What follows belongs to an exercise in optimizing a design on an open flow for small area, a short achievable clock period and few clock cycles; a production flow would make more cautious choices. No functional check of the RTL was part of any run shown here. Power figures rest on the tool's default switching activity, not on a simulated workload.

File: design/flow/flow/run.sh
#!/bin/bash
set -euo pipefail
cd "$(dirname "$0")/.."
export BUFFER_PORTS_ARGS="-buffer_cell sky130_fd_sc_hd__buf_1"
bash standard.sh > standard_make.log 2>&1
File: design/flow/standard.sh
#!/bin/bash
# synth_recipe.tcl (not shown) runs the flow's synth.tcl, then flattens the netlist and writes it again
# the make line also repeats each setting of config.mk as NAME=value (left out here)
make -C /OpenROAD-flow-scripts/flow DESIGN_CONFIG=/design/flow/config.mk WORK_HOME=/design/flow/orfs CLKGATE_MAP_FILE= SYNTH_SCRIPT=/design/flow/synth_recipe.tcl "${@:-finish}"
File: design/flow/config.mk
export PLATFORM = sky130hd
export DESIGN_NAME = fww_macro_cpu
export DESIGN_NICKNAME = fww_macro_cpu
export VERILOG_FILES = /design/flow/design.v
export SDC_FILE = /design/flow/constraint.sdc
export NUM_CORES = 4
export LEC_CHECK = 0
export CAP_MARGIN = 20
export CORE_MARGIN = 2
export CORE_UTILIZATION = 40
export SETUP_SLACK_MARGIN = 4.5
export SLEW_MARGIN = 20
File: design/flow/constraint.sdc
create_clock -name core_clock -period 8.0 [get_ports {clk}]
set_input_delay 1.6000 -clock core_clock [delete_from_list [all_inputs] [get_ports {clk}]]
set_output_delay 1.6000 -clock core_clock [all_outputs]
set_load 0.01 [all_outputs]
File: design/flow/design.v
module fww_macro_cpu (
    input  wire        clk,
    input  wire        rst,           
    input  wire        start,         
    input  wire [11:0] start_pc,
    input  wire        ext_allowed,   
    output wire        busy,
    output wire        done,
    output wire [2:0]  status_code,
    output wire [15:0] status_info,
    output wire [15:0] acc,
    output wire [15:0] pc,
    output wire [15:0] ir,
    output wire        mem_req,
    output wire        mem_we,
    output wire [11:0] mem_addr,
    output wire [15:0] mem_wdata,
    input  wire        mem_ack,
    input  wire [15:0] mem_rdata
);
    localparam I_IDLE    = 0,
               I_DONE    = 1,
               I_FETCH   = 2,     
               I_DECODE  = 3,     
               I_OPREAD  = 4,     
               I_WRITE   = 5,     
               I_READ2   = 6,     
               I_NEXT    = 7,     
               I_MUL     = 8,
               I_DIV     = 9,
               I_NEXTMD  = 10,    
               I_NMDR    = 11,    
               I_REFETCH = 12,    
               I_JS2     = 13,    
               I_DZFIX   = 14,    
               I_DZREF   = 15;    
    localparam [2:0] ST_HALTED  = 3'd1,
                     ST_DIVZERO = 3'd2,
                     ST_EXTDIS  = 3'd3,
                     ST_ADDROOR = 3'd4;
    localparam [3:0] OP_LOAD = 4'd1,  OP_STORE = 4'd2,
                     OP_ADD = 4'd3,  OP_SUB = 4'd4,   OP_MUL = 4'd5,
                     OP_DIV = 4'd6,  OP_JUMP = 4'd7,  OP_JZ = 4'd8,
                     OP_JN = 4'd9,   OP_JSUB = 4'd10, OP_RET = 4'd11,
                     OP_LOADI = 4'd12, OP_LOADID = 4'd13;
    reg [15:0] st;
    reg [15:0] acc_r, pc_r, ir_r;
    reg [15:0] v_r;             
    reg [2:0]  st_code;
    reg        info_v;          
    reg        ext_r;
    reg        neg_r;           
    reg        yinv_r;          
    reg [3:0]  cnt;             
    reg        dsq_r;           
    reg        dreq_r;          
    reg        dwe_r;           
    wire s_idle = st[I_IDLE],   s_done = st[I_DONE],     s_fetch = st[I_FETCH];
    wire s_dec  = st[I_DECODE], s_opr  = st[I_OPREAD],   s_wr    = st[I_WRITE];
    wire s_rd2  = st[I_READ2],  s_next = st[I_NEXT],     s_mul   = st[I_MUL];
    wire s_div  = st[I_DIV],    s_nmd  = st[I_NEXTMD],   s_nmdr  = st[I_NMDR];
    wire s_ref  = st[I_REFETCH], s_js2 = st[I_JS2],      s_dzf   = st[I_DZFIX];
    wire s_dzr  = st[I_DZREF];
    function automatic is_read(input [3:0] op);
        is_read = (op == OP_LOAD) || (op == OP_ADD) || (op == OP_SUB) || (op == OP_MUL) ||
                  (op == OP_DIV) || (op == OP_RET) || (op == OP_LOADID);
    endfunction
    wire [3:0]  opcode  = ir_r[15:12];
    wire [11:0] operand = ir_r[11:0];
    wire [15:0] pc_inc  = {3'd0, {1'b0, pc_r[11:0]} + 13'd1};    
    wire        pc_last = (pc_r[11:0] == 12'hfff);    
    wire        pc_ok   = (pc_r[15:12] == 4'd0);
    wire        acc_zero = (acc_r == 16'd0);
    wire o_load  = (opcode == OP_LOAD);
    wire o_store = (opcode == OP_STORE);
    wire o_add   = (opcode == OP_ADD);
    wire o_sub   = (opcode == OP_SUB);
    wire o_mul   = (opcode == OP_MUL);
    wire o_div   = (opcode == OP_DIV);
    wire o_jsub  = (opcode == OP_JSUB);
    wire o_ret   = (opcode == OP_RET);
    wire o_loadi = (opcode == OP_LOADI);
    wire o_ldid  = (opcode == OP_LOADID);
    wire o_jump  = (opcode == OP_JUMP) || (opcode == OP_JZ) || (opcode == OP_JN);
    wire op_read  = is_read(opcode);
    wire op_write = o_store | o_jsub;
    wire ext_bad  = (o_loadi | o_ldid) & ~ext_r;
    wire [3:0] r_op     = mem_rdata[15:12];
    wire       r_store  = (r_op == OP_STORE);
    wire       r_jsub   = (r_op == OP_JSUB);
    wire       r_extbad = ((r_op == OP_LOADI) || (r_op == OP_LOADID)) && !ext_r;
    wire       r_taken  = (r_op == OP_JUMP) ||
                          ((r_op == OP_JZ) && acc_zero) ||
                          ((r_op == OP_JN) && acc_r[15]);
    wire       r_seq    = !is_read(r_op) && !r_store && !r_jsub && !r_taken && !r_extbad;
    wire       r_halt   = (mem_rdata == 16'd0);
    wire rdata_zero = r_halt;
    wire ack        = mem_ack;
    wire        x_ir  = s_mul | s_div;
    wire        x_inv = s_opr | s_nmd | s_nmdr | s_dzf;
    wire        y_en  = s_next | s_div | (s_mul & acc_r[0]);
    wire        cin   = yinv_r | x_inv;
    wire [15:0] add_x = x_ir ? (s_div ? {ir_r[14:0], acc_r[15]} : ir_r)
                             : (acc_r ^ {16{x_inv}});
    wire [15:0] add_y = (v_r ^ {16{yinv_r}}) & {16{y_en}};
    wire [16:0] add_s = {1'b0, add_x} + {1'b0, add_y} + {16'd0, cin};
    wire        qbit  = add_s[16];
    wire mul_last = (acc_r[15:1] == 15'd0);
    wire i_opnd = st_code[1] & ~st_code[0];    
    wire i_opc  = st_code[1] & st_code[0];     
    wire i_pc   = ~st_code[1] & ~info_v;       
    assign busy        = ~s_idle & ~s_done;
    assign done        = s_done;
    assign status_code = st_code;
    assign status_info = ({16{i_pc}}   & pc_r) |
                         ({16{info_v}} & v_r) |
                         ({16{i_opnd}} & {4'd0, operand}) |
                         ({16{i_opc}}  & {12'd0, opcode});
    assign acc         = acc_r;
    assign pc          = pc_r;
    assign ir          = ir_r;
    wire addr_pc = s_fetch | (s_dec & dsq_r) | s_next | s_nmd | s_nmdr | s_ref | s_dzf | s_dzr;
    assign mem_req   = ((s_fetch | s_next) & pc_ok) |
                       (s_dec & (dreq_r | (dsq_r & pc_ok))) |
                       s_opr | s_wr | s_rd2 | s_nmd | s_nmdr | s_ref | s_dzf | s_dzr;
    assign mem_we    = s_wr | (s_dec & dwe_r);
    assign mem_addr  = ({12{addr_pc}} & pc_r[11:0]) |
                       ({12{s_rd2}} & v_r[11:0]) |
                       ({12{~addr_pc & ~s_rd2}} & operand);
    assign mem_wdata = o_jsub ? pc_r : acc_r;    
    wire go      = (s_idle | s_done) & start;
    wire f_ack   = s_fetch & pc_ok & ack;
    wire f_bad   = s_fetch & ~pc_ok;
    wire o_ack   = s_opr & ack;
    wire ld_bad  = o_ack & o_ldid & (mem_rdata[15:12] != 4'd0);
    wire d_bad   = s_dec & ext_bad;
    wire div_end = s_div & (cnt == 4'd0);
    wire md_end  = (s_mul & mul_last) | div_end;
    wire [15:0] st_n;
    assign st_n[I_IDLE]    = s_idle & ~start;
    assign st_n[I_DONE]    = (s_done & ~start) | f_bad | (f_ack & r_halt) | d_bad | ld_bad |
                             (s_dzr & ack);
    assign st_n[I_FETCH]   = go | (s_fetch & pc_ok & ~ack) |
                             (s_dec & ~op_read & ~op_write & ~ext_bad) |
                             (o_ack & o_ret) | s_next | s_nmd | s_js2 | (s_ref & ack);
    assign st_n[I_DECODE]  = f_ack & ~r_halt;
    assign st_n[I_OPREAD]  = (s_dec & op_read & ~ext_bad) | (s_opr & ~ack);
    assign st_n[I_WRITE]   = (s_dec & op_write) | (s_wr & ~ack);
    assign st_n[I_READ2]   = (o_ack & o_ldid & ~ld_bad) | (s_rd2 & ~ack);
    assign st_n[I_NEXT]    = (o_ack & (o_load | o_add | o_sub)) | (s_wr & ack & ~o_jsub) |
                             (s_rd2 & ack);
    assign st_n[I_MUL]     = (o_ack & o_mul) | (s_mul & ~mul_last);
    assign st_n[I_DIV]     = (o_ack & o_div & ~rdata_zero) | (s_div & ~div_end);
    assign st_n[I_NEXTMD]  = md_end & ~pc_last;
    assign st_n[I_NMDR]    = md_end & pc_last;
    assign st_n[I_REFETCH] = s_nmdr | (s_ref & ~ack);
    assign st_n[I_JS2]     = s_wr & ack & o_jsub;
    assign st_n[I_DZFIX]   = o_ack & o_div & rdata_zero;
    assign st_n[I_DZREF]   = s_dzf | (s_dzr & ~ack);
    always @(posedge clk) begin
        if (rst)
            st <= 16'd1 << I_IDLE;
        else
            st <= st_n;
    end
    always @(posedge clk) begin
        if (go)
            pc_r <= {4'd0, start_pc};
        else if ((s_dec & o_jump & ~dsq_r) | (s_wr & ack & o_jsub))
            pc_r <= {4'd0, operand};
        else if ((f_ack & r_seq & ~r_halt) | (s_dec & o_jsub) |
                 (o_ack & (o_load | o_add | o_sub)) | (s_wr & ack & ~o_jsub) |
                 (s_rd2 & ack) | (md_end & ~pc_last) | (s_ref & ack) | s_js2)
            pc_r <= pc_inc;
        else if (o_ack & o_ret)
            pc_r <= mem_rdata;
        if (go)
            acc_r <= 16'd0;
        else if (s_dec & o_loadi & dsq_r)
            acc_r <= {4'd0, operand};
        else if (s_next & (o_load | o_ldid))
            acc_r <= v_r;
        else if ((s_next & (o_add | o_sub)) | (o_ack & o_div & acc_r[15]) |
                 ((s_nmd | s_nmdr | s_dzf) & neg_r) | (s_mul & mul_last))
            acc_r <= add_s[15:0];
        else if (s_mul)
            acc_r <= {1'b0, acc_r[15:1]};
        else if (s_div)
            acc_r <= {acc_r[14:0], qbit};
        if (o_ack & (o_mul | o_div))
            ir_r <= 16'd0;
        else if (f_ack | (s_ref & ack) | (s_dzr & ack))
            ir_r <= mem_rdata;
        else if ((s_mul & ~mul_last) | (s_div & qbit))
            ir_r <= add_s[15:0];
        else if (s_div)
            ir_r <= {ir_r[14:0], acc_r[15]};
        if (o_ack | (s_rd2 & ack))
            v_r <= mem_rdata;
        else if (s_mul)
            v_r <= {v_r[14:0], 1'b0};
        if (f_ack) begin
            dsq_r  <= r_seq;
            dreq_r <= (is_read(r_op) & ~r_extbad) | r_store | r_taken;
            dwe_r  <= r_store;
        end
        if (o_ack) begin
            yinv_r <= o_sub | (o_div & ~mem_rdata[15]);
            neg_r  <= o_div & (acc_r[15] ^ mem_rdata[15]);
        end
        if (go | busy) begin
            st_code <= {f_bad | ld_bad, d_bad | (s_dzr & ack), (f_ack & r_halt) | d_bad};
            info_v  <= ld_bad;
        end
        if (go)
            ext_r <= ext_allowed;
        if (o_ack & o_div)
            cnt <= 4'd15;
        else if (s_div)
            cnt <= cnt - 4'd1;
    end
endmodule
==> results of run 1 <==
[final cells by class]
| cell class | count | area, µm² |
|---|---|---|
| clock buffers | 11 | 275.3 |
| clock inverters | 5 | 41.29 |
| fillers | 1869 | 9298 |
| inverters | 29 | 108.9 |
| multi-input cells | 753 | 5466 |
| flip-flops and latches | 94 | 2272 |
| well taps | 260 | 325.3 |
| repair buffers | 190 | 1044 |
[stage by stage]
| stage | total power [mW] | cell area (µm²) |
|---|---|---|
| 2_1_floorplan | 0.8777 | 7784 |
| 3_3_place_gp | 1.037 | 8337 |
| 3_5_place_dp | 1.038 | 8337 |
| 4_1_cts | 1.525 | 8989 |
| 5_1_grt | 1.628 | 9533 |
| 6_report | 1.574 | 9533 |
[what timing repair did]
action                                  in CTS  in global routing
setup buffers                               21                 24
resized for setup                           41                 81
pin swaps                                   12                 41
gates cloned                                 3                  4
endpoints found under the setup margin      96                 77
hold buffers                                 0                  0
[cell usage after synthesis, types with 9 or more instances]
library cell               number  share of area [%]
sky130_fd_sc_hd__nand2_1      115                5.6
sky130_fd_sc_hd__nor2_1        81                3.9
sky130_fd_sc_hd__clkbuf_1      57                2.8
sky130_fd_sc_hd__dfxtp_1       56                 15
sky130_fd_sc_hd__o21ai_0       56                3.6
sky130_fd_sc_hd__xnor2_1       43                4.9
sky130_fd_sc_hd__mux2i_1       41                5.3
sky130_fd_sc_hd__mux2_2        39                5.7
sky130_fd_sc_hd__edfxtp_1      38                 15
sky130_fd_sc_hd__a21oi_1       33                2.1
sky130_fd_sc_hd__nand3_1       32                2.1
sky130_fd_sc_hd__inv_1         29                1.4
sky130_fd_sc_hd__nor3_1        27                1.8
sky130_fd_sc_hd__a22oi_1       22                2.1
sky130_fd_sc_hd__a31oi_1       18                1.5
sky130_fd_sc_hd__and3_1        18                1.5
sky130_fd_sc_hd__ha_1          18                2.9
sky130_fd_sc_hd__nand2b_1      17                1.4
sky130_fd_sc_hd__xor2_1        14                1.6
sky130_fd_sc_hd__nor2b_1       12               0.97
sky130_fd_sc_hd__buf_2         10               0.65
sky130_fd_sc_hd__nor4_1        10               0.81
sky130_fd_sc_hd__or3_1         10               0.81
sky130_fd_sc_hd__a211oi_1       9               0.88
sky130_fd_sc_hd__nand4_1        9               0.73
[routing by layer]
layer | wire length [µm] | track usage (%) | share of wire, %
met5 | 0 | 0 | 0
met4 | 1126 | 9.015 | 3.5
met3 | 3882 | 6.640 | 12
met2 | 14320 | 47.57 | 45
met1 | 12630 | 40.22 | 40
[placed cells by master, fill, tap and decap left out, drive strengths merged, types with 9 or more instances in the layout]
cell type,instances
dfxtp,56
xor2,14
nor3,29
nor4,11
ha,18
a22oi,22
nor2,82
a211oi,10
clkbuf,14
nand2,115
inv,34
xnor2,43
edfxtp,38
a31oi,21
mux2,39
o21ai,60
and3,18
buf,187
or3,10
mux2i,41
nand4,9
nand3,33
nand2b,17
a21oi,35
nor2b,12
[registers in the layout, summed over array words and instances (netlist names)]
name / flops
neg_r: 1
info_v: 1
yinv_r: 1
ir_r: 16
v_r: 16
st_code: 3
cnt: 4
dwe_r: 1
ext_r: 1
st: 16
dsq_r: 1
acc_r: 16
dreq_r: 1
pc_r: 16
[cells by family (layout without fill, tap and decap cells)]
kind of cell,after synthesis,after routing
flip-flops,94,94
buffers and inverters,106,235
AND/OR/NAND/NOR,356,359
multiplexers,80,80
AO/OA/AOI/OAI,234,237
XOR/XNOR,57,57
adder cells (fa/ha/maj),20,20
[worst register-to-register path: cells and delay by family, from the launching register on]
family | cells | cell delay [ns]
compound gates | 5 | 0.73
simple gates | 6 | 1.41
fa+ha+maj | 1 | 0.41
buf+inv | 4 | 0.61
flops | 1 | 0.32
xor+xnor | 1 | 0.06
[power by group through the flow]
| stage | Sequential, mW | Clock [mW] | Combinational (mW) |
|---|---|---|---|
| floorplan | 0.614 | 0 | 0.263 |
| global placement | 0.663 | 0 | 0.373 |
| detailed placement | 0.663 | 0 | 0.375 |
| CTS | 0.659 | 0.468 | 0.397 |
| global route | 0.671 | 0.487 | 0.470 |
| finish | 0.669 | 0.469 | 0.436 |
[path summary, 6_finish.rpt]
check	slack (ns)	to	cells after the start	start
worst max-delay path	4.40	ir_r[0]	17	st[11]
worst min-delay path	0.47	st[12]	2	st[11]
worst max register to register	4.40	ir_r[0]	17	st[11]
worst min register to register	0.47	st[12]	2	st[11]
==> metrics.md, run 1 <==
| Metric | Value |
|---|---|
| EDFF count, synth | `38` |
| Number of violations of the max-capacitance limit | `0` |
| Drt first pass iters | `5` |
| Minimum period implied by the final worst setup slack | `3.600 ns` |
| Switching pwr | `0.5931 mW` |
| Antenna violations before repair | `0` |
| Top delay family on crit path | `simple AND/OR/NAND/NOR gates` |
| Library cell used as clock root buffer | `sky130_fd_sc_hd__clkbuf_16` |
| Endpoint class of the critical path | `flip-flop` |
| Max Root-Sink Buffers | `2` |
| Fraction of the mapped netlist area in compound gates | `21.49%` |
| Crit path top cell by count | `sky130_fd_sc_hd__buf_6` |
| Post-detailed-route via-to-cell ratio | `6.323` |
| Number of nets at the end of the flow | `1130` |
| Number of buffers added on ports | `131` |
| GRT Resource Usage Total | `29.77%` |
| RSZ-0062 raised after global routing | `true` |
| Peak fanout along the critical path | `7` |
| Final worst path period share | `45.00%` |
| Die H | `142.8 µm` |
| Leftover overflow at the end of global routing | `0` |
| Crit-path max cell delay | `0.43 ns` |
| Clk latency of the worst-skew pair | `0.36 ns` |
| CTS tree | `built` |
| Dpl hpwl | `21340 µm` |
| First-pass GRT wire length | `45710 µm` |
| Number of global-route vias before repair | `7501` |
| Basic-gate share of the synthesized area counting and, or, nand and nor cells | `22.22%` |
| Worst supply voltage drop on vdd | `0.0001307 V` |
| Final instance count without filler cells | `1342` |
| Main flop type after synthesis | `sky130_fd_sc_hd__dfxtp_1` |
| Row Count | `50` |
| Fraction of final layout cells sized beyond drive strength 1 | `21.07%` |
| Fraction of registers with async set/reset | `0%` |
| Arrival time at the worst endpoint | `3.91 ns` |
| Required arrival time at the worst endpoint | `8.31 ns` |
| Depth of the CTS H-tree | `3` |
| Accumulated negative setup slack | `0 ns` |
| Final wirelength | `31960 µm` |
| Remaining DRCs | `0` |
| Net Sw Frac | `37.68%` |
| Worst setup skew after layout | `0.007890 ns` |
| # setup viols final | `0` |
| Cts bufs inserted | `9` |
| Average instance area after synthesis | `8.141 µm²` |
| Worst path bufs/invs | `4` |
| Vias after detailed routing | `8486` |
| Unique cell type count in the Yosys netlist | `80` |
| Fraction of power consumed by combinational cells | `27.7%` |
| Width of the die | `142.8 µm` |
| Combinational family with the most area after synthesis | `simple AND/OR/NAND/NOR gates` |
| Fraction of the yosys area taken by sequential cells | `29.34%` |
| WS Path Type | `flip-flop to flip-flop` |
| Number of slew-limit violations in the final report | `0` |
| Post-Syn Instances | `947` |
| Share of the core filled with cells | `50.62%` |
| Syn. warnings | `1` |
| Last weighted congestion value of the routability-driven placer | `0.9246` |
| Outcome | `no timing/DRC/antenna violations` |
| Effective utilization at floorplan | `40.94%` |
| Average detailed-routed wire length per instance | `23.82 µm` |
| Mux contribution to synthesized area | `11.02%` |
| Worst min-delay path class | `flip-flop to flip-flop` |
| Area of the core region | `0.01883 mm²` |
| Clock Power Share | `29.8%` |
| Fmax | `0.2778 GHz` |
| Worst hold slack | `0.4683 ns` |
| Synthesized Nets | `1000` |
| Pin count of the biggest net entering global routing | `34` |
| Power per unit of standard cell area | `165.2 mW/mm²` |
| Synthesis-stage register bit count | `94` |
| Worst setup timing slack at the placement stage | `3.724 ns` |
| Floorplan die area | `0.02040 mm²` |
| Diode count | `0` |
| Critical Path Source Type | `flip-flop` |
| Fraction of synthesized cell area in xor and xnor cells | `6.475%` |
| Number of cells after detailed placement | `1274` |
| Series of cell instances along the critical path | `or3_4, nor2_4, buf_6, buf_6, xnor2_1, nand2_1, o21ai_0, ha_1, a21o_1, a21oi_4, a21oi_4, nor3_4, buf_6, a31oi_4, clkbuf_16, or3_1, nand3_1` |
| Slew at the pin with the worst max-slew slack | `1.125 ns` |
| ANT nets after route | `0` |
| Cell-internal power | `0.9812 mW` |
| Share of power burned in registers | `42.5%` |
| Critical-path top delay cell | `sky130_fd_sc_hd__or3_4` |
| Iteration-0 DRC Markers | `988` |
| Slack of the critical path | `4.400 ns` |
| Number of clock sinks | `94` |
| Mapped Area | `0.007710 mm²` |
| Number of hold violations in the final report | `0` |
| Clock slew at the register clock pins of the worst setup and hold paths | `0.07 ns` |
| Leakage | `3.562 nW` |
| Area share of fa/ha/maj cells after synthesis | `3.440%` |
| Worst max-slew margin expressed relative to the limit | `24.84%` |
| Io pins | `132` |
| Layout overhead on the synthesized area | `23.64%` |
==> inputs of run 2 (changes only) <==
--- a/design/flow/design.v
+++ b/design/flow/design.v
@@ -53,8 +53,13 @@
     reg        yinv_r;          
     reg [3:0]  cnt;             
     reg        dsq_r;           
-    reg        dreq_r;          
-    reg        dwe_r;           
+    reg        g_apc;           
+    reg        g_req;           
+    reg        g_reqpc;         
+    reg        g_we;            
+    reg        g_xinv;          
+    reg        g_xir;           
+    reg        g_yen;           
     wire s_idle = st[I_IDLE],   s_done = st[I_DONE],     s_fetch = st[I_FETCH];
     wire s_dec  = st[I_DECODE], s_opr  = st[I_OPREAD],   s_wr    = st[I_WRITE];
     wire s_rd2  = st[I_READ2],  s_next = st[I_NEXT],     s_mul   = st[I_MUL];
@@ -94,11 +99,12 @@
                           ((r_op == OP_JN) && acc_r[15]);
     wire       r_seq    = !is_read(r_op) && !r_store && !r_jsub && !r_taken && !r_extbad;
     wire       r_halt   = (mem_rdata == 16'd0);
+    wire       r_dreq   = (is_read(r_op) & ~r_extbad) | r_store | r_taken;
     wire rdata_zero = r_halt;
     wire ack        = mem_ack;
-    wire        x_ir  = s_mul | s_div;
-    wire        x_inv = s_opr | s_nmd | s_nmdr | s_dzf;
-    wire        y_en  = s_next | s_div | (s_mul & acc_r[0]);
+    wire        x_ir  = g_xir;
+    wire        x_inv = g_xinv;
+    wire        y_en  = g_yen | (s_mul & acc_r[0]);
     wire        cin   = yinv_r | x_inv;
     wire [15:0] add_x = x_ir ? (s_div ? {ir_r[14:0], acc_r[15]} : ir_r)
                              : (acc_r ^ {16{x_inv}});
@@ -119,14 +125,11 @@
     assign acc         = acc_r;
     assign pc          = pc_r;
     assign ir          = ir_r;
-    wire addr_pc = s_fetch | (s_dec & dsq_r) | s_next | s_nmd | s_nmdr | s_ref | s_dzf | s_dzr;
-    assign mem_req   = ((s_fetch | s_next) & pc_ok) |
-                       (s_dec & (dreq_r | (dsq_r & pc_ok))) |
-                       s_opr | s_wr | s_rd2 | s_nmd | s_nmdr | s_ref | s_dzf | s_dzr;
-    assign mem_we    = s_wr | (s_dec & dwe_r);
-    assign mem_addr  = ({12{addr_pc}} & pc_r[11:0]) |
+    assign mem_req   = g_req | (g_reqpc & pc_ok);
+    assign mem_we    = g_we;
+    assign mem_addr  = ({12{g_apc}} & pc_r[11:0]) |
                        ({12{s_rd2}} & v_r[11:0]) |
-                       ({12{~addr_pc & ~s_rd2}} & operand);
+                       ({12{~g_apc & ~s_rd2}} & operand);
     assign mem_wdata = o_jsub ? pc_r : acc_r;    
     wire go      = (s_idle | s_done) & start;
     wire f_ack   = s_fetch & pc_ok & ack;
@@ -158,10 +161,24 @@
     assign st_n[I_DZFIX]   = o_ack & o_div & rdata_zero;
     assign st_n[I_DZREF]   = s_dzf | (s_dzr & ~ack);
     always @(posedge clk) begin
-        if (rst)
-            st <= 16'd1 << I_IDLE;
-        else
-            st <= st_n;
+        if (rst) begin
+            st      <= 16'd1 << I_IDLE;
+            g_req   <= 1'b0;
+            g_reqpc <= 1'b0;
+            g_we    <= 1'b0;
+        end else begin
+            st      <= st_n;
+            g_req   <= st_n[I_OPREAD] | st_n[I_WRITE] | st_n[I_READ2] | st_n[I_NEXTMD] |
+                       st_n[I_NMDR] | st_n[I_REFETCH] | st_n[I_DZFIX] | st_n[I_DZREF] |
+                       (f_ack & ~r_halt & r_dreq);
+            g_reqpc <= st_n[I_FETCH] | st_n[I_NEXT] | (f_ack & ~r_halt & r_seq);
+            g_we    <= st_n[I_WRITE] | (f_ack & ~r_halt & r_store);
+        end
+        g_apc  <= st_n[I_FETCH] | st_n[I_NEXT] | st_n[I_NEXTMD] | st_n[I_NMDR] |
+                  st_n[I_REFETCH] | st_n[I_DZFIX] | st_n[I_DZREF] | (f_ack & r_seq);
+        g_xinv <= st_n[I_OPREAD] | st_n[I_NEXTMD] | st_n[I_NMDR] | st_n[I_DZFIX];
+        g_xir  <= st_n[I_MUL] | st_n[I_DIV];
+        g_yen  <= st_n[I_NEXT] | st_n[I_DIV];
     end
     always @(posedge clk) begin
         if (go)
@@ -199,11 +216,8 @@
             v_r <= mem_rdata;
         else if (s_mul)
             v_r <= {v_r[14:0], 1'b0};
-        if (f_ack) begin
-            dsq_r  <= r_seq;
-            dreq_r <= (is_read(r_op) & ~r_extbad) | r_store | r_taken;
-            dwe_r  <= r_store;
-        end
+        if (f_ack)
+            dsq_r <= r_seq;
         if (o_ack) begin
             yinv_r <= o_sub | (o_div & ~mem_rdata[15]);
             neg_r  <= o_div & (acc_r[15] ^ mem_rdata[15]);
==> run 2 against run 1 <==
Against the previous run: flip-flop and latch count grew 5; combinational power shrank 7.8%; critical endpoint is now mem_wdata[13]; non-clock buffer count shrank 32; largest power group unchanged; still clean on timing, DRC and antenna; design area shrank 3.9%; sequential share of layout area grew 2.0 points.
==> metrics.md, run 2 <==
| Metric | Value |
|---|---|
| Layout overhead on the synthesized area | `17.34%` |
| Synthesized Nets | `1000 (unchanged)` |
| Area of the core region | `0.01933 mm² (+2.7%)` |
| ANT nets after route | `0 (unchanged)` |
| Diode count | `0 (unchanged)` |
| Die H | `143.7 µm (+0.61%)` |
| Critical path capture point | `mem_wdata[13]` |
| Number of hold violations in the final report | `0 (unchanged)` |
| Cts bufs inserted | `9 (unchanged)` |
| Number of global-route vias before repair | `7344 (-2.1%)` |
| CTS tree | `built` |
| Peak fanout along the critical path | `25 (+18)` |
| Number of buffers added on ports | `131 (unchanged)` |
| Post-CTS Hold Buffers | `0 (unchanged)` |
| Worst max-slew margin expressed relative to the limit | `31.69% (+6.9 points)` |
| Drt first pass iters | `6 (+1)` |
| Worst min-delay path class | `flip-flop to flip-flop` |
| Width of the die | `143.7 µm (+0.61%)` |
| Number of slew-limit violations in the final report | `0 (unchanged)` |
| Power per unit of standard cell area | `167.6 mW/mm² (+1.5%)` |
| Vias after detailed routing | `8069 (-4.9%)` |
| Origin of the worst setup path | `ir_r[14]` |
| Area share of the largest cell type after synthesis | `16.15% (+1.4 points)` |
| Fill cell instance count of the final layout | `1933 (+3.4%)` |
| GRT Resource Usage Total | `29.12% (-0.66 points)` |
| # setup viols final | `0 (unchanged)` |
| EDFF count, synth | `36 (-5.3%)` |
| Worst supply voltage drop on vdd | `0.0001140 V (-13%)` |
| Final worst path period share | `43.40% (-1.6 points)` |
| Fraction of registers with async set/reset | `0% (unchanged)` |
| Share of the core filled with cells | `47.38% (-3.2 points)` |
| Endpoint class of the critical path | `primary output` |
| Floorplan die area | `0.02065 mm² (+1.2%)` |
| Clock slew at the register clock pins of the worst setup and hold paths | `0.07 ns (about the same)` |
| WS Path Type | `flip-flop to primary output` |
| Remaining DRCs | `0 (unchanged)` |
| Unique cell type count in the Yosys netlist | `81 (+1.3%)` |
| Leading post-synthesis cells by instance count | `95 x sky130_fd_sc_hd__nand2_1, 90 x sky130_fd_sc_hd__nor2_1, 70 x sky130_fd_sc_hd__a21oi_1` |
| Row Count | `51 (+2.0%)` |
| Max Root-Sink Buffers | `2 (unchanged)` |
| Minimum period implied by the final worst setup slack | `3.472 ns (-0.1275 ns)` |
| Post-Syn Instances | `947 (unchanged)` |
| Synthesis-stage register bit count | `99 (+5.3%)` |
| Number of nets at the end of the flow | `1103 (-2.4%)` |
| First-pass GRT wire length | `45160 µm (-1.2%)` |
| Antenna violations before repair | `0 (unchanged)` |
| RSZ-0062 raised after global routing | `false` |
| Main flop type after synthesis | `sky130_fd_sc_hd__dfxtp_1` |
| Fraction of the yosys area taken by sequential cells | `30.00% (+0.66 points)` |
| Crit Reg-Reg Startpoint | `st[8]` |
| Fmax | `0.2880 GHz (+3.7%)` |
| Arrival time at the worst endpoint | `1.87 ns (-2.04 ns)` |
| Dominant cell by count in the synthesized netlist | `sky130_fd_sc_hd__nand2_1` |
| Slack of the critical path | `4.528 ns (+0.1275 ns)` |
| Last weighted congestion value of the routability-driven placer | `0.9132 (-1.2%)` |
| Post-detailed-route via-to-cell ratio | `6.118 (-3.3%)` |
| Final wirelength | `30370 µm (-5.0%)` |
| Path depth of the worst reg2reg path | `14 (-3)` |
| Average instance area after synthesis | `8.244 µm² (+1.3%)` |
| Number of violations of the max-capacitance limit | `0 (unchanged)` |
| Number of clock sinks | `99 (+5.3%)` |
| Worst setup timing slack at the placement stage | `3.304 ns (-0.4201 ns)` |
| Average detailed-routed wire length per instance | `23.03 µm (-3.3%)` |
| Iteration-0 DRC Markers | `926 (-6.3%)` |
| Slew at the pin with the worst max-slew slack | `1.025 ns (-0.1004 ns)` |
| Io pins | `132 (unchanged)` |
| Reg-to-reg setup timing slack | `4.63 ns (+0.23 ns)` |
| Required arrival time at the worst endpoint | `6.40 ns (-1.91 ns)` |
| Depth of the CTS H-tree | `3 (unchanged)` |
| Most frequent cells in the layout | `126 x sky130_fd_sc_hd__buf_1, 95 x sky130_fd_sc_hd__nand2_1, 87 x sky130_fd_sc_hd__nor2_1, 67 x sky130_fd_sc_hd__a21oi_1, 52 x sky130_fd_sc_hd__dfxtp_1` |
| Syn. warnings | `1 (unchanged)` |
| Fraction of final layout cells sized beyond drive strength 1 | `13.76% (-7.3 points)` |
| Leading cell type in the layout, fill and taps excluded | `sky130_fd_sc_hd__buf_1` |
| Library cell used as clock root buffer | `sky130_fd_sc_hd__clkbuf_16` |
| Dpl hpwl | `21800 µm (+2.2%)` |
| Leakage | `3.573 nW (+0.31%)` |
| Critical Path Source Type | `flip-flop` |
| Mapped Area | `0.007807 mm² (+1.3%)` |
| Cell taking the most area after synthesis | `sky130_fd_sc_hd__dfxtp_1` |
| Critical register-to-register path endpoint | `ir_r[6]` |
| Leftover overflow at the end of global routing | `0 (unchanged)` |
| Clk latency of the worst-skew pair | `0.36 ns (about the same)` |
| Worst setup skew after layout | `0.007321 ns (-0.0005688 ns)` |
| Effective utilization at floorplan | `40.38% (-0.56 points)` |
| Outcome | `no timing/DRC/antenna violations` |
| Accumulated negative setup slack | `0 ns (unchanged)` |
| Pin count of the biggest net entering global routing | `36 (+5.9%)` |
| Top post-synthesis cells by area | `sky130_fd_sc_hd__dfxtp_1 16%, sky130_fd_sc_hd__edfxtp_1 14%, sky130_fd_sc_hd__mux2_2 5.3%` |
-- run 2: cell types whose count changed in the layout (fill, tap and decap cells not counted), sizes merged, moves of 16 or more --
cell   change
xor2      +16
nand2     -20
a31oi     -16
buf       -32
a21oi     +35
-- run 2: metrics by stage --
step	hold WS [ns]	cell area, µm²	power (mW)	instances
after global placement	0.4836	8404	1.077	1282
after CTS	0.5054	8989	1.514	1313
after detailed placement	0.4891	8407	1.078	1282
after global routing	0.5388	9161	1.595	1319
final	0.4973	9161	1.536	1319
after floorplan	0.4511	7818	0.9136	947
-- run 2: power by group --
part	internal [mW]	switching [mW]	leakage (nW)
Clock	0.228	0.193	0.131
Sequential	0.566	0.147	0.862
Combinational	0.170	0.231	2.58
-- run 2: worst min path at each step --
stage                      start      to  slack, ns  cells after the start
final                     cnt[3]  cnt[3]       0.50                      2
after global routing      cnt[3]  cnt[3]       0.54                      2
after CTS                 cnt[3]  cnt[3]       0.51                      2
after detailed placement  cnt[3]  cnt[3]       0.49                      2
after global placement    cnt[3]  cnt[3]       0.48                      2
after floorplan           st[14]  st[15]       0.45                      2
-- run 2: cell families after synthesis --
kind of cell	synth area share, %
AOI/OAI and AO/OA	23.24
DFF	30.00
and+or+nand+nor	20.91
adders and majority gates	3.398
buffers and inverters	5.336
xor gates and xnor gates	6.506
muxes	10.61
-- run 2: cell type report --
cell class	count	area [µm²]	area share, %
repair buffers	158	798.3	8.713
inverters	31	121.4	1.325
multi-input cells	751	5268	57.50
clock buffers	13	261.5	2.854
well taps	265	331.6	3.619
flip-flops and latches	99	2369	25.85
clock inverters	2	12.51	0.1366
-- run 2: worst max-delay path, stage by stage (launching register included) --
cell and delay (ns):
sky130_fd_sc_hd__dfxtp_2 0.48, sky130_fd_sc_hd__and4bb_4 0.54, sky130_fd_sc_hd__mux2_2 0.36, sky130_fd_sc_hd__buf_1 0.13
-- run 2: routing by layer --
metal  up-vias  GRT usage [%]  wire length, µm
met4         0          11.20              992
met1      3775          42.27            13190
met5         -              0                0
li1       3709              -                -
met3        77          5.531             3173
met2       508          42.51            13010
-- run 2: what timing repair did --
item / in CTS / in global routing
resized for setup: 45 / 23
pin swaps: 5 / 10
endpoints found under the setup margin: 87 / 59
gates cloned: 3 / 2
setup buffers: 13 / 4
==> inputs of run 3 (changes only) <==
--- a/design/flow/design.v
+++ b/design/flow/design.v
@@ -112,6 +112,7 @@
     wire [16:0] add_s = {1'b0, add_x} + {1'b0, add_y} + {16'd0, cin};
     wire        qbit  = add_s[16];
     wire mul_last = (acc_r[15:1] == 15'd0);
+    wire skip4    = (ir_r[14:0] == 15'd0) && (acc_r[15:12] == 4'd0) && (cnt >= 4'd3);
     wire i_opnd = st_code[1] & ~st_code[0];    
     wire i_opc  = st_code[1] & st_code[0];     
     wire i_pc   = ~st_code[1] & ~info_v;       
@@ -137,7 +138,7 @@
     wire o_ack   = s_opr & ack;
     wire ld_bad  = o_ack & o_ldid & (mem_rdata[15:12] != 4'd0);
     wire d_bad   = s_dec & ext_bad;
-    wire div_end = s_div & (cnt == 4'd0);
+    wire div_end = s_div & (skip4 ? (cnt == 4'd3) : (cnt == 4'd0));
     wire md_end  = (s_mul & mul_last) | div_end;
     wire [15:0] st_n;
     assign st_n[I_IDLE]    = s_idle & ~start;
@@ -203,14 +204,14 @@
         else if (s_mul)
             acc_r <= {1'b0, acc_r[15:1]};
         else if (s_div)
-            acc_r <= {acc_r[14:0], qbit};
+            acc_r <= skip4 ? {acc_r[11:0], 4'd0} : {acc_r[14:0], qbit};
         if (o_ack & (o_mul | o_div))
             ir_r <= 16'd0;
         else if (f_ack | (s_ref & ack) | (s_dzr & ack))
             ir_r <= mem_rdata;
-        else if ((s_mul & ~mul_last) | (s_div & qbit))
+        else if ((s_mul & ~mul_last) | (s_div & ~skip4 & qbit))
             ir_r <= add_s[15:0];
-        else if (s_div)
+        else if (s_div & ~skip4)
             ir_r <= {ir_r[14:0], acc_r[15]};
         if (o_ack | (s_rd2 & ack))
             v_r <= mem_rdata;
@@ -231,6 +232,6 @@
         if (o_ack & o_div)
             cnt <= 4'd15;
         else if (s_div)
-            cnt <= cnt - 4'd1;
+            cnt <= cnt - (skip4 ? 4'd4 : 4'd1);
     end
 endmodule
==> run 3 against run 2 <==
Against the previous run: still clean on timing, DRC and antenna; non-clock buffer count rose by 30; maximum frequency shrank 0.14%; critical path depth up 11; final cell count grew 3.6%; synthesized area grew 0.37%; count of clock-buffer cells in the layout is 2 lower; register-to-register slack got worse by 0.11 ns; total power increased by 22%; via count grew 2.8%; first-iteration DRC count increased by 2.4%; wire length is 0.59% lower; clock skew grew 0.0021 ns.
==> metrics.md, run 3 <==
| Metric | Value |
|---|---|
| Outcome | `no timing/DRC/antenna violations` |
| Unique cell type count in the Yosys netlist | `72 (-11%)` |
| Fraction of the yosys area taken by sequential cells | `29.89% (-0.11 points)` |
| Syn. warnings | `1 (unchanged)` |
| Main flop type after synthesis | `sky130_fd_sc_hd__dfxtp_1` |
| Library cell used as clock root buffer | `sky130_fd_sc_hd__clkbuf_16` |
| Diode count | `0 (unchanged)` |
| Final worst path period share | `43.47% (+0.063 points)` |
| Worst max-slew margin expressed relative to the limit | `33.48% (+1.8 points)` |
| Leakage | `3.730 nW (+4.4%)` |
| Cell area after placement | `0.008429 mm² (+0.27%)` |
| Floorplan die area | `0.02073 mm² (+0.35%)` |
| Top post-synthesis cells by area | `sky130_fd_sc_hd__dfxtp_1 16%, sky130_fd_sc_hd__edfxtp_1 14%, sky130_fd_sc_hd__mux2_2 5.2%` |
| Depth of the CTS H-tree | `3 (unchanged)` |
| Number of cells after detailed placement | `1304 (+1.7%)` |
| CTS tree | `built` |
| Required arrival time at the worst endpoint | `8.21 ns (+1.81 ns)` |
| RSZ-0062 raised after global routing | `true` |
| Iteration-0 DRC Markers | `948 (+2.4%)` |
| Final non-filler cell area | `0.009403 mm² (+2.6%)` |
| Dpl hpwl | `21280 µm (-2.4%)` |
| Width of the die | `144.0 µm (+0.18%)` |
| Clk latency of the worst-skew pair | `0.35 ns (about the same)` |
| Die H | `144.0 µm (+0.18%)` |
| Vias after detailed routing | `8292 (+2.8%)` |
| Worst setup skew after layout | `0.009408 ns (+0.002087 ns)` |
| Critical Path Source Type | `flip-flop` |
| Last weighted congestion value of the routability-driven placer | `0.9995 (+9.5%)` |
| Slew at the pin with the worst max-slew slack | `0.9941 ns (-0.03059 ns)` |
| Remaining DRCs | `0 (unchanged)` |
| Max Root-Sink Buffers | `2 (unchanged)` |
| Effective utilization at floorplan | `40.53% (+0.15 points)` |
| Endpoint class of the critical path | `flip-flop` |
| Pin count of the biggest net entering global routing | `33 (-8.3%)` |
| Worst supply voltage drop on vdd | `0.0001077 V (-5.5%)` |
| Fraction of final layout cells sized beyond drive strength 1 | `15.79% (+2.0 points)` |
| Mapped Area | `0.007836 mm² (+0.37%)` |
| Post-CTS Hold Buffers | `0 (unchanged)` |
| Number of buffers added on ports | `131 (unchanged)` |
| Layout overhead on the synthesized area | `19.99%` |
| Post-Syn Instances | `979 (+3.4%)` |
| Number of slew-limit violations in the final report | `0 (unchanged)` |
| Post-detailed-route via-to-cell ratio | `6.066 (-0.84%)` |
| Arrival time at the worst endpoint | `3.68 ns (+1.81 ns)` |
| Dominant cell by count in the synthesized netlist | `sky130_fd_sc_hd__nand2_1` |
| Synthesis-stage register bit count | `99 (unchanged)` |
| Cell taking the most area after synthesis | `sky130_fd_sc_hd__dfxtp_1` |
| Power per unit of standard cell area | `198.8 mW/mm² (+19%)` |
| Number of nets at the end of the flow | `1151 (+4.4%)` |
| Accumulated negative setup slack | `0 ns (unchanged)` |
| Number of violations of the max-capacitance limit | `0 (unchanged)` |
| Peak fanout along the critical path | `8 (-68%)` |
| WS Path Type | `flip-flop to flip-flop` |
| Minimum period implied by the final worst setup slack | `3.477 ns (+0.005000 ns)` |
| First-pass GRT wire length | `44750 µm (-0.92%)` |
| Antenna violations before repair | `0 (unchanged)` |
| Leading post-synthesis cells by instance count | `107 x sky130_fd_sc_hd__nand2_1, 105 x sky130_fd_sc_hd__nor2_1, 63 x sky130_fd_sc_hd__dfxtp_1` |
| Area of the core region | `0.01933 mm² (unchanged)` |
| Row Count | `51 (unchanged)` |
| # setup viols final | `0 (unchanged)` |
| Number of hold violations in the final report | `0 (unchanged)` |
| ANT nets after route | `0 (unchanged)` |
| Fill cell instance count of the final layout | `1925 (-0.41%)` |
| Drt first pass iters | `7 (+1)` |
| GRT Resource Usage Total | `28.41% (-0.70 points)` |
| Average instance area after synthesis | `8.004 µm² (-2.9%)` |
| Leftover overflow at the end of global routing | `0 (unchanged)` |
| Final wirelength | `30190 µm (-0.59%)` |
| Worst min-delay path class | `flip-flop to flip-flop` |
| Clock slew at the register clock pins of the worst setup and hold paths | `0.07 ns (about the same)` |
| Area share of the largest cell type after synthesis | `16.09% (-0.059 points)` |
| EDFF count, synth | `36 (unchanged)` |
| Number of clock sinks | `99 (unchanged)` |
| Fraction of registers with async set/reset | `0% (unchanged)` |
| Average detailed-routed wire length per instance | `22.09 µm (-4.1%)` |
| Number of global-route vias before repair | `7573 (+3.1%)` |
| Cts bufs inserted | `9 (unchanged)` |
| Leading cell type in the layout, fill and taps excluded | `sky130_fd_sc_hd__buf_1` |
| Fmax | `0.2876 GHz (-0.14%)` |
| Synthesized Nets | `1033 (+3.3%)` |
| Final instance count without filler cells | `1367 (+3.6%)` |
| Most frequent cells in the layout | `126 x sky130_fd_sc_hd__buf_1, 104 x sky130_fd_sc_hd__nand2_1, 100 x sky130_fd_sc_hd__nor2_1, 61 x sky130_fd_sc_hd__a21oi_1, 50 x sky130_fd_sc_hd__dfxtp_1` |
| Io pins | `132 (unchanged)` |
-- run 3: routing by layer --
layer,share of wire [%],wire length (µm),track usage (%)
met1,43,12960,40.67
met4,3.4,1017,10.42
met2,44,13360,43.21
met3,9.5,2864,4.299
met5,0,0,0
-- run 3: metrics by stage --
step	worst slack (ns)	utilization [%]	total power, mW	hold WS (ns)
2_1_floorplan	4.509	-	1.131	0.4581
3_3_place_gp	3.900	43.60	1.362	0.4874
3_5_place_dp	3.848	43.60	1.359	0.5029
4_1_cts	4.425	46.93	1.810	0.5208
5_1_grt	4.426	48.63	1.950	0.5530
6_report	4.523	48.63	1.869	0.5189
-- run 3: cells by family after synthesis --
| logic type | synth area share, % |
|---|---|
| buffers and inverters | 6.051 |
| and+or+nand+nor | 20.92 |
| DFF | 29.89 |
| AOI/OAI and AO/OA | 23.22 |
| xor gates and xnor gates | 6.483 |
| muxes | 9.899 |
| adders and majority gates | 3.545 |
-- run 3: final timing paths --
check              start        to  slack (ns)  depth (start not counted)
hold reg to reg   cnt[3]    cnt[3]        0.52                          2
setup reg to reg  v_r[0]  ir_r[14]        4.52                         14
setup / recovery  v_r[0]  ir_r[14]        4.52                         14
hold / removal    cnt[3]    cnt[3]        0.52                          2
-- run 3: power breakdown --
part | switching [mW] | total, mW | internal (mW)
Combinational | 0.357 | 0.613 | 0.256
Sequential | 0.225 | 0.817 | 0.592
Clock | 0.205 | 0.439 | 0.234
Total | 0.787 | 1.87 | 1.08
-- run 3: worst max-delay path, stage by stage (launching register included) --
cell and delay [ns]:
sky130_fd_sc_hd__edfxtp_1 0.52, sky130_fd_sc_hd__xor2_2 0.19, sky130_fd_sc_hd__nand2b_1 0.09, sky130_fd_sc_hd__fa_2 0.43, sky130_fd_sc_hd__fa_2 0.42, sky130_fd_sc_hd__nor2b_2 0.14, sky130_fd_sc_hd__o211ai_1 0.14, sky130_fd_sc_hd__a211o_1 0.31
sky130_fd_sc_hd__a21o_1 0.21, sky130_fd_sc_hd__a21oi_4 0.23, sky130_fd_sc_hd__buf_12 0.15, sky130_fd_sc_hd__o21ai_4 0.06, sky130_fd_sc_hd__buf_12 0.19, sky130_fd_sc_hd__mux2i_1 0.17, sky130_fd_sc_hd__o22ai_1 0.09
-- run 3: layout make-up --
class	instances	area, µm²	share of cell area, %
clock inverter	5	42.54	0.4524
tap	265	331.6	3.526
multi-input combinational	767	5245	55.78
inverter	32	120.1	1.277
sequential	99	2376	25.27
timing repair buffer	188	1033	10.99
clock buffer	11	254.0	2.701
-- run 3: timing repair --
action	CTS	global route
gates resized for setup	42	29
endpoints found under the setup margin	83	83
hold endpoints to repair	0	0
pin swaps	5	18
gates cloned	3	0
setup buffers	17	27
==> inputs of run 4 (changes only) <==
--- a/design/flow/design.v
+++ b/design/flow/design.v
@@ -53,6 +53,7 @@
     reg        yinv_r;          
     reg [3:0]  cnt;             
     reg        dsq_r;           
+    reg        wd_pc;           
     reg        g_apc;           
     reg        g_req;           
     reg        g_reqpc;         
@@ -97,14 +98,15 @@
     wire       r_taken  = (r_op == OP_JUMP) ||
                           ((r_op == OP_JZ) && acc_zero) ||
                           ((r_op == OP_JN) && acc_r[15]);
-    wire       r_seq    = !is_read(r_op) && !r_store && !r_jsub && !r_taken && !r_extbad;
+    wire       r_seq    = (r_op != 4'd0) && !is_read(r_op) && !r_store && !r_jsub &&
+                          !r_taken && !r_extbad;
     wire       r_halt   = (mem_rdata == 16'd0);
     wire       r_dreq   = (is_read(r_op) & ~r_extbad) | r_store | r_taken;
     wire rdata_zero = r_halt;
     wire ack        = mem_ack;
     wire        x_ir  = g_xir;
     wire        x_inv = g_xinv;
-    wire        y_en  = g_yen | (s_mul & acc_r[0]);
+    wire        y_en  = g_yen;
     wire        cin   = yinv_r | x_inv;
     wire [15:0] add_x = x_ir ? (s_div ? {ir_r[14:0], acc_r[15]} : ir_r)
                              : (acc_r ^ {16{x_inv}});
@@ -131,7 +133,7 @@
     assign mem_addr  = ({12{g_apc}} & pc_r[11:0]) |
                        ({12{s_rd2}} & v_r[11:0]) |
                        ({12{~g_apc & ~s_rd2}} & operand);
-    assign mem_wdata = o_jsub ? pc_r : acc_r;    
+    assign mem_wdata = wd_pc ? pc_r : acc_r;    
     wire go      = (s_idle | s_done) & start;
     wire f_ack   = s_fetch & pc_ok & ack;
     wire f_bad   = s_fetch & ~pc_ok;
@@ -171,22 +173,23 @@
             st      <= st_n;
             g_req   <= st_n[I_OPREAD] | st_n[I_WRITE] | st_n[I_READ2] | st_n[I_NEXTMD] |
                        st_n[I_NMDR] | st_n[I_REFETCH] | st_n[I_DZFIX] | st_n[I_DZREF] |
-                       (f_ack & ~r_halt & r_dreq);
-            g_reqpc <= st_n[I_FETCH] | st_n[I_NEXT] | (f_ack & ~r_halt & r_seq);
-            g_we    <= st_n[I_WRITE] | (f_ack & ~r_halt & r_store);
+                       (f_ack & r_dreq);
+            g_reqpc <= st_n[I_FETCH] | st_n[I_NEXT] | (f_ack & r_seq);
+            g_we    <= st_n[I_WRITE] | (f_ack & r_store);
         end
         g_apc  <= st_n[I_FETCH] | st_n[I_NEXT] | st_n[I_NEXTMD] | st_n[I_NMDR] |
                   st_n[I_REFETCH] | st_n[I_DZFIX] | st_n[I_DZREF] | (f_ack & r_seq);
         g_xinv <= st_n[I_OPREAD] | st_n[I_NEXTMD] | st_n[I_NMDR] | st_n[I_DZFIX];
         g_xir  <= st_n[I_MUL] | st_n[I_DIV];
-        g_yen  <= st_n[I_NEXT] | st_n[I_DIV];
+        g_yen  <= st_n[I_NEXT] | st_n[I_DIV] | (o_ack & o_mul & acc_r[0]) |
+                  (s_mul & ~mul_last & acc_r[1]);
     end
     always @(posedge clk) begin
         if (go)
             pc_r <= {4'd0, start_pc};
         else if ((s_dec & o_jump & ~dsq_r) | (s_wr & ack & o_jsub))
             pc_r <= {4'd0, operand};
-        else if ((f_ack & r_seq & ~r_halt) | (s_dec & o_jsub) |
+        else if ((f_ack & r_seq) | (s_dec & (o_jsub | (opcode == 4'd0))) |
                  (o_ack & (o_load | o_add | o_sub)) | (s_wr & ack & ~o_jsub) |
                  (s_rd2 & ack) | (md_end & ~pc_last) | (s_ref & ack) | s_js2)
             pc_r <= pc_inc;
@@ -217,8 +220,10 @@
             v_r <= mem_rdata;
         else if (s_mul)
             v_r <= {v_r[14:0], 1'b0};
-        if (f_ack)
+        if (f_ack) begin
             dsq_r <= r_seq;
+            wd_pc <= r_jsub;
+        end
         if (o_ack) begin
             yinv_r <= o_sub | (o_div & ~mem_rdata[15]);
             neg_r  <= o_div & (acc_r[15] ^ mem_rdata[15]);
==> run 4 against run 3 <==
Against the previous run: still clean on timing, DRC and antenna; final cell count fell by 2.3%; utilization fell by 1.8 points; clock skew fell by 0.00099 ns; combinational power fell by about 40%; non-clock buffer count fell by 33; largest power group unchanged.
==> metrics.md, run 4 <==
| Metric | Value |
|---|---|
| # setup viols final | `0 (unchanged)` |
| Outcome | `no timing/DRC/antenna violations` |
| Antenna violations before repair | `0 (unchanged)` |
| Cell area after placement | `0.008569 mm² (+1.7%)` |
| Worst max-slew margin expressed relative to the limit | `42.62% (+9.1 points)` |
| Iteration-0 DRC Markers | `1019 (+7.5%)` |
| Number of hold violations in the final report | `0 (unchanged)` |
| Number of violations of the max-capacitance limit | `0 (unchanged)` |
| Synthesized Nets | `1034 (+0.097%)` |
| Most frequent cells in the layout | `127 x sky130_fd_sc_hd__buf_1, 119 x sky130_fd_sc_hd__nand2_1, 82 x sky130_fd_sc_hd__a21oi_1, 67 x sky130_fd_sc_hd__nor2_1, 55 x sky130_fd_sc_hd__dfxtp_1` |
| Critical Path Source Type | `flip-flop` |
| Fraction of the yosys area taken by sequential cells | `29.72% (-0.17 points)` |
| Leading cell type in the layout, fill and taps excluded | `sky130_fd_sc_hd__buf_1` |
| Cell taking the most area after synthesis | `sky130_fd_sc_hd__dfxtp_1` |
| Worst setup skew after layout | `0.008416 ns (-0.0009915 ns)` |
| Width of the die | `145.3 µm (+0.90%)` |
| Unique cell type count in the Yosys netlist | `82 (+14%)` |
| Syn. warnings | `1 (unchanged)` |
| Area share of the largest cell type after synthesis | `15.80% (-0.30 points)` |
| Area of the core region | `0.01953 mm² (+0.99%)` |
| Cts bufs inserted | `9 (unchanged)` |
| Final non-filler cell area | `0.009146 mm² (-2.7%)` |
| Depth of the CTS H-tree | `3 (unchanged)` |
| Vias after detailed routing | `8247 (-0.54%)` |
| Layout overhead on the synthesized area | `14.58%` |
| Accumulated negative setup slack | `0 ns (unchanged)` |
| Number of slew-limit violations in the final report | `0 (unchanged)` |
| Worst setup timing slack at the placement stage | `3.711 ns (-0.1374 ns)` |
| Peak fanout along the critical path | `18 (+10)` |
| Worst min-delay path class | `flip-flop to flip-flop` |
| Share of the core filled with cells | `46.84% (-1.8 points)` |
| Worst supply voltage drop on vdd | `0.00008640 V (-20%)` |
| Pin count of the biggest net entering global routing | `33 (unchanged)` |
| Effective utilization at floorplan | `40.88% (+0.35 points)` |
| Final worst path period share | `42.70% (-0.76 points)` |
| Post-Syn Instances | `980 (+0.10%)` |
| Final wirelength | `30600 µm (+1.3%)` |
| Drt first pass iters | `6 (-1)` |
| Number of clock sinks | `100 (+1.0%)` |
| CTS tree | `built` |
| Fmax | `0.2927 GHz (+1.8%)` |
| Mapped Area | `0.007983 mm² (+1.9%)` |
| Remaining DRCs | `0 (unchanged)` |
| Clock slew at the register clock pins of the worst setup and hold paths | `0.08 ns (about the same)` |
| EDFF count, synth | `37 (+2.8%)` |
| Endpoint class of the critical path | `primary output` |
| Synthesis-stage register bit count | `100 (+1.0%)` |
| Fraction of final layout cells sized beyond drive strength 1 | `12.23% (-3.6 points)` |
| Floorplan die area | `0.02110 mm² (+1.8%)` |
| Leading post-synthesis cells by instance count | `119 x sky130_fd_sc_hd__nand2_1, 82 x sky130_fd_sc_hd__a21oi_1, 72 x sky130_fd_sc_hd__nor2_1` |
| Clk latency of the worst-skew pair | `0.37 ns (+0.02 ns)` |
| GRT Resource Usage Total | `28.13% (-0.28 points)` |
| ANT nets after route | `0 (unchanged)` |
| Number of nets at the end of the flow | `1120 (-2.7%)` |
| Max Root-Sink Buffers | `2 (unchanged)` |
| Slew at the pin with the worst max-slew slack | `0.8607 ns (-0.1333 ns)` |
| Slack of the critical path | `4.584 ns (+0.06093 ns)` |
| Minimum period implied by the final worst setup slack | `3.416 ns (-0.06093 ns)` |
| Number of buffers added on ports | `131 (unchanged)` |
| Required arrival time at the worst endpoint | `6.40 ns (-1.81 ns)` |
| Power per unit of standard cell area | `172.5 mW/mm² (-13%)` |
| Row Count | `51 (unchanged)` |
| Leakage | `3.577 nW (-4.1%)` |
| Leftover overflow at the end of global routing | `0 (unchanged)` |
| Average detailed-routed wire length per instance | `22.90 µm (+3.7%)` |
| Library cell used as clock root buffer | `sky130_fd_sc_hd__clkbuf_16` |
| RSZ-0062 raised after global routing | `true` |
| Die H | `145.3 µm (+0.90%)` |
| Main flop type after synthesis | `sky130_fd_sc_hd__dfxtp_1` |
| Final instance count without filler cells | `1336 (-2.3%)` |
| Fill cell instance count of the final layout | `2023 (+5.1%)` |
| Diode count | `0 (unchanged)` |
| Post-CTS Hold Buffers | `0 (unchanged)` |
| WS Path Type | `flip-flop to primary output` |
| Fraction of registers with async set/reset | `0% (unchanged)` |
| Number of cells after detailed placement | `1305 (+0.077%)` |
| Top post-synthesis cells by area | `sky130_fd_sc_hd__dfxtp_1 16%, sky130_fd_sc_hd__edfxtp_1 14%, sky130_fd_sc_hd__nand2_1 5.6%` |
| Io pins | `132 (unchanged)` |
| Post-layout power | `1.578 mW (-16%)` |
| Last weighted congestion value of the routability-driven placer | `0.9387 (-6.1%)` |
| First-pass GRT wire length | `46600 µm (+4.1%)` |
| Dominant cell by count in the synthesized netlist | `sky130_fd_sc_hd__nand2_1` |
| Post-detailed-route via-to-cell ratio | `6.173 (+1.8%)` |
| Worst hold slack | `0.5075 ns (-0.01144 ns)` |
| Arrival time at the worst endpoint | `1.82 ns (-1.86 ns)` |
| Average instance area after synthesis | `8.146 µm² (+1.8%)` |
| Number of global-route vias before repair | `7714 (+1.9%)` |
| Dpl hpwl | `22120 µm (+3.9%)` |
run 4: cell types whose count changed after synthesis, moves of 7 or more:
cell	previous run	this run
sky130_fd_sc_hd__o21ai_0	38	46
sky130_fd_sc_hd__o22ai_1	18	9
sky130_fd_sc_hd__nor2_1	105	72
sky130_fd_sc_hd__xor2_1	31	45
sky130_fd_sc_hd__or3_1	18	5
sky130_fd_sc_hd__nor3_1	15	8
sky130_fd_sc_hd__a22oi_1	35	22
sky130_fd_sc_hd__xnor2_1	27	15
sky130_fd_sc_hd__nand2_1	107	119
sky130_fd_sc_hd__and2_1	5	24
sky130_fd_sc_hd__nand3_1	37	21
sky130_fd_sc_hd__and3_1	8	25
sky130_fd_sc_hd__a21oi_1	62	82
run 4: worst paths after layout:
kind              slack [ns]   start      endpoint  cells after the start
hold / removal          0.51  cnt[3]        cnt[3]                      2
hold reg to reg         0.51  cnt[3]        cnt[3]                      2
setup reg to reg        4.61  yinv_r      ir_r[14]                     13
setup / recovery        4.58   wd_pc  mem_wdata[3]                      2
run 4: worst max-delay path: stages (launching register included):
cell,delay [ns]
sky130_fd_sc_hd__edfxtp_1,0.89
sky130_fd_sc_hd__mux2_2,0.42
sky130_fd_sc_hd__buf_1,0.13
run 4: layout make-up:
| type | count | area (µm²) | area share (%) |
|---|---|---|---|
| clock inverters | 7 | 85.08 | 0.9302 |
| repair buffers | 155 | 728.2 | 7.962 |
| clock buffers | 9 | 225.2 | 2.462 |
| inverters | 28 | 105.1 | 1.149 |
| flip-flops and latches | 100 | 2385 | 26.07 |
| multi-input cells | 772 | 5286 | 57.80 |
| well taps | 265 | 331.6 | 3.625 |
run 4: cells by family after synthesis:
family,share of synthesized area (%)
compound gates,24.18
simple gates,21.05
fa+ha+maj,3.480
buf+inv,5.533
xor+xnor,6.583
mux,9.451
flops,29.72
run 4: layer usage:
layer  global-route usage (%)  vias up  wire (µm)
met5                        0        -          0
met1                    40.19     3881      13010
li1                         -     3779          -
met3                    4.748       66       3248
met2                    43.20      521      13630
met4                    8.922        0        709
run 4: power breakdown:
part,internal [mW],switching [mW]
Sequential,0.569,0.159
Clock,0.251,0.230
Combinational,0.153,0.216
Total,0.973,0.605
run 4: what timing repair did:
action,CTS,global route
resized for setup,17,21
setup buffers,9,5
cloned,1,0
setup endpoints to repair,71,64
pin swaps,3,7
==> inputs of run 5 (changes only) <==
--- a/design/flow/config.mk
+++ b/design/flow/config.mk
@@ -8,5 +8,5 @@
 export CAP_MARGIN = 20
 export CORE_MARGIN = 2
 export CORE_UTILIZATION = 40
-export SETUP_SLACK_MARGIN = 4.5
+export SETUP_SLACK_MARGIN = 4.75
 export SLEW_MARGIN = 20
==> run 5 against run 4 <==
Against the previous run: still clean on timing, DRC and antenna; register-to-register slack gained 0.09 ns; utilization grew 3.4 points; maximum frequency grew 2.7%; sequential share of layout area shrank 1.8 points; first-iteration DRC count shrank 7.4%; final cell count grew 2.7%; hold slack lost 0.0053 ns; flip-flop and latch count is the same; count of clock-buffer cells in the layout grew 1; combinational power grew about 10%; non-clock buffer count grew 31.
==> metrics.md, run 5 <==
| Metric | Value |
|---|---|
| # setup viols final | `0 (unchanged)` |
| Fraction of final layout cells sized beyond drive strength 1 | `19.06% (+6.8 points)` |
| Post-detailed-route via-to-cell ratio | `6.249 (+1.2%)` |
| Arrival time at the worst endpoint | `1.73 ns (-0.09 ns)` |
| Worst setup skew after layout | `0.007224 ns (-0.001193 ns)` |
| Area of the core region | `0.01953 mm² (unchanged)` |
| Post-Syn Instances | `980 (unchanged)` |
| Depth of the CTS H-tree | `3 (unchanged)` |
| Remaining DRCs | `0 (unchanged)` |
| Cell taking the most area after synthesis | `sky130_fd_sc_hd__dfxtp_1` |
| Main flop type after synthesis | `sky130_fd_sc_hd__dfxtp_1` |
| Io pins | `132 (unchanged)` |
| Post-CTS Hold Buffers | `0 (unchanged)` |
| Average detailed-routed wire length per instance | `23.34 µm (+1.9%)` |
| RSZ-0062 raised after global routing | `true` |
| Number of global-route vias before repair | `7882 (+2.2%)` |
| Pin count of the biggest net entering global routing | `33 (unchanged)` |
| Dominant cell by count in the synthesized netlist | `sky130_fd_sc_hd__nand2_1` |
| Endpoint class of the critical path | `primary output` |
| Vias after detailed routing | `8574 (+4.0%)` |
| Layout overhead on the synthesized area | `22.99%` |
| Diode count | `0 (unchanged)` |
| Fill cell instance count of the final layout | `1960 (-3.1%)` |
| Leading post-synthesis cells by instance count | `119 x sky130_fd_sc_hd__nand2_1, 82 x sky130_fd_sc_hd__a21oi_1, 72 x sky130_fd_sc_hd__nor2_1` |
| Number of cells after detailed placement | `1305 (unchanged)` |
| Leftover overflow at the end of global routing | `0 (unchanged)` |
| Peak fanout along the critical path | `6 (-12)` |
| First-pass GRT wire length | `47490 µm (+1.9%)` |
| Accumulated negative setup slack | `0 ns (unchanged)` |
| Most frequent cells in the layout | `122 x sky130_fd_sc_hd__buf_1, 115 x sky130_fd_sc_hd__nand2_1, 77 x sky130_fd_sc_hd__a21oi_1, 64 x sky130_fd_sc_hd__nor2_1, 53 x sky130_fd_sc_hd__dfxtp_1` |
| Critical register-to-register path endpoint | `ir_r[7]` |
| Worst max-slew margin expressed relative to the limit | `38.85% (-3.8 points)` |
| EDFF count, synth | `37 (unchanged)` |
| Instance count on the critical path | `4 (+2)` |
| Top delay family on crit path | `flip-flops` |
| Fraction of the yosys area taken by sequential cells | `29.72% (unchanged)` |
| Antenna violations before repair | `0 (unchanged)` |
| Last weighted congestion value of the routability-driven placer | `0.9280 (-1.1%)` |
| Fraction of registers with async set/reset | `0% (unchanged)` |
| Cts bufs inserted | `9 (unchanged)` |
| Cells on Worst Hold Path | `2 (unchanged)` |
| Crit-path max cell delay | `0.57 ns (-0.32 ns)` |
| Area share of the largest cell type after synthesis | `15.80% (unchanged)` |
| CTS tree | `built` |
| Series of cell instances along the critical path | `nor2_2, a222oi_1, inv_1, buf_1` |
| Crit Reg-Reg Startpoint | `v_r[0]` |
| ANT nets after route | `0 (unchanged)` |
| Number of hold violations in the final report | `0 (unchanged)` |
| Required arrival time at the worst endpoint | `6.40 ns (about the same)` |
| Final non-filler cell area | `0.009818 mm² (+7.3%)` |
| Power per unit of standard cell area | `158.3 mW/mm² (-8.2%)` |
| Max Root-Sink Buffers | `2 (unchanged)` |
| Floorplan die area | `0.02110 mm² (unchanged)` |
| Leading cell type in the layout, fill and taps excluded | `sky130_fd_sc_hd__buf_1` |
| Clock slew at the register clock pins of the worst setup and hold paths | `0.07 ns (about the same)` |
| Synthesized Nets | `1034 (unchanged)` |
| Worst Hold Endpoint | `cnt[3]` |
| Width of the die | `145.3 µm (unchanged)` |
| Final instance count without filler cells | `1372 (+2.7%)` |
| Reg-to-reg setup timing slack | `4.70 ns (+0.09 ns)` |
| Critical Path Source Type | `flip-flop` |
| Number of violations of the max-capacitance limit | `0 (unchanged)` |
| Minimum period implied by the final worst setup slack | `3.326 ns (-0.08993 ns)` |
| Iteration-0 DRC Markers | `944 (-7.4%)` |
| Dpl hpwl | `22170 µm (+0.24%)` |
| Worst path bufs/invs | `2 (+1)` |
| Library cell used as clock root buffer | `sky130_fd_sc_hd__clkbuf_16` |
| Final wirelength | `32020 µm (+4.6%)` |
| Cell area after placement | `0.008616 mm² (+0.54%)` |
| Fmax | `0.3006 GHz (+2.7%)` |
| Row Count | `51 (unchanged)` |
| Critical-path top delay cell | `sky130_fd_sc_hd__edfxtp_1` |
| Worst supply voltage drop on vdd | `0.00008981 V (+3.9%)` |
| Effective utilization at floorplan | `40.88% (unchanged)` |
| Slew at the pin with the worst max-slew slack | `0.9118 ns (+0.05102 ns)` |
| Syn. warnings | `1 (unchanged)` |
| Drt first pass iters | `7 (+1)` |
| GRT Resource Usage Total | `28.84% (+0.70 points)` |
| Final worst path period share | `41.58% (-1.1 points)` |
| Clk latency of the worst-skew pair | `0.36 ns (about the same)` |
| Source of the worst hold timing path | `cnt[3]` |
| Number of nets at the end of the flow | `1156 (+3.2%)` |
| Top post-synthesis cells by area | `sky130_fd_sc_hd__dfxtp_1 16%, sky130_fd_sc_hd__edfxtp_1 14%, sky130_fd_sc_hd__nand2_1 5.6%` |
| Leakage | `3.812 nW (+6.6%)` |
| Mapped Area | `0.007983 mm² (unchanged)` |
| Average instance area after synthesis | `8.146 µm² (unchanged)` |
| Outcome | `no timing/DRC/antenna violations` |
| Worst min-delay path class | `flip-flop to flip-flop` |
| Synthesis-stage register bit count | `100 (unchanged)` |
| Unique cell type count in the Yosys netlist | `82 (unchanged)` |
| Number of buffers added on ports | `131 (unchanged)` |
| Number of clock sinks | `100 (unchanged)` |
| Path depth of the worst reg2reg path | `13 (unchanged)` |
| Die H | `145.3 µm (unchanged)` |
| WS Path Type | `flip-flop to primary output` |
| Number of slew-limit violations in the final report | `0 (unchanged)` |
## run 5: kinds of logic (layout without fill, tap and decap cells)
| family | Yosys count | in the layout | share of synthesized area, % |
|---|---|---|---|
| muxes | 71 | 71 | 9.451 |
| xor gates and xnor gates | 60 | 60 | 6.583 |
| buffers and inverters | 108 | 231 | 5.533 |
| adders and majority gates | 21 | 21 | 3.480 |
| AOI/OAI and AO/OA | 284 | 286 | 24.18 |
| and+or+nand+nor | 336 | 338 | 21.05 |
| DFF | 100 | 100 | 29.72 |
## run 5: how the worst max path moves through the flow
stage | from | endpoint | slack, ns
floorplan | yinv_r | ir_r[10] | 4.65
global placement | mem_rdata[15] | pc_r[6] | 3.95
finish | st_code[1] | status_info[9] | 4.67
CTS | start | pc_r[0] | 4.69
global route | g_xinv | ir_r[7] | 4.59
detailed placement | mem_rdata[15] | pc_r[7] | 3.88
## run 5: metrics by stage
step / util, % / total power, mW / hold WS (ns) / setup WS [ns]
CTS: 47.97 / 1.519 / 0.5042 / 4.685
floorplan: - / 0.9297 / 0.4537 / 4.653
global placement: 44.12 / 1.081 / 0.4777 / 3.954
global route: 50.28 / 1.617 / 0.5426 / 4.592
finish: 50.28 / 1.554 / 0.5022 / 4.674
detailed placement: 44.12 / 1.084 / 0.4832 / 3.876
## run 5: metal layers
metal	wire length [µm]	track usage [%]	share of wire, %
met1	13580	39.80	42
met2	14500	45.40	45
met3	3032	5.377	9.5
met5	0	0	0
met4	908	9.559	2.8
## run 5: worst min-delay path: cells and delay by family (launching register included)
kind | cells | cell delay (ns)
flip-flops | 1 | 0.35
XOR/XNOR | 1 | 0.07
AND/OR/NAND/NOR | 1 | 0.05
## run 5: final cells by class
type	count	area [µm²]	area share, %
Tap cell	265	331.6	3.377
Multi-Input combinational cell	776	5599	57.03
Inverter	28	116.4	1.185
Clock buffer	10	229.0	2.332
Timing Repair inverter	1	5.005	0.05097
Clock inverter	6	47.55	0.4843
Timing Repair Buffer	186	1102	11.23
Sequential cell	100	2387	24.32
## run 5: report_power, final
group	total (mW)	leakage, nW	switching, mW	internal, mW
registers	0.721	0.868	0.151	0.570
logic	0.406	2.81	0.233	0.173
clock network	0.427	0.130	0.212	0.214
total	1.55	3.81	0.597	0.957
## run 5: timing repair
item                                    in CTS  in global routing
resized for setup                           45                 69
gates cloned                                 4                  3
endpoints found under the setup margin      99                 77
hold endpoints to repair                     0                  0
pin swaps                                   12                 26
buffers inserted                            30                 14

Check on run 5: ideal ports give 4.674 ns setup slack; a clkbuf_16 on the clock port and buf_2 on the inputs give 4.633 ns; moving port delays by the midpoint clock arrival (0.401 ns) as well gives 4.374 ns.
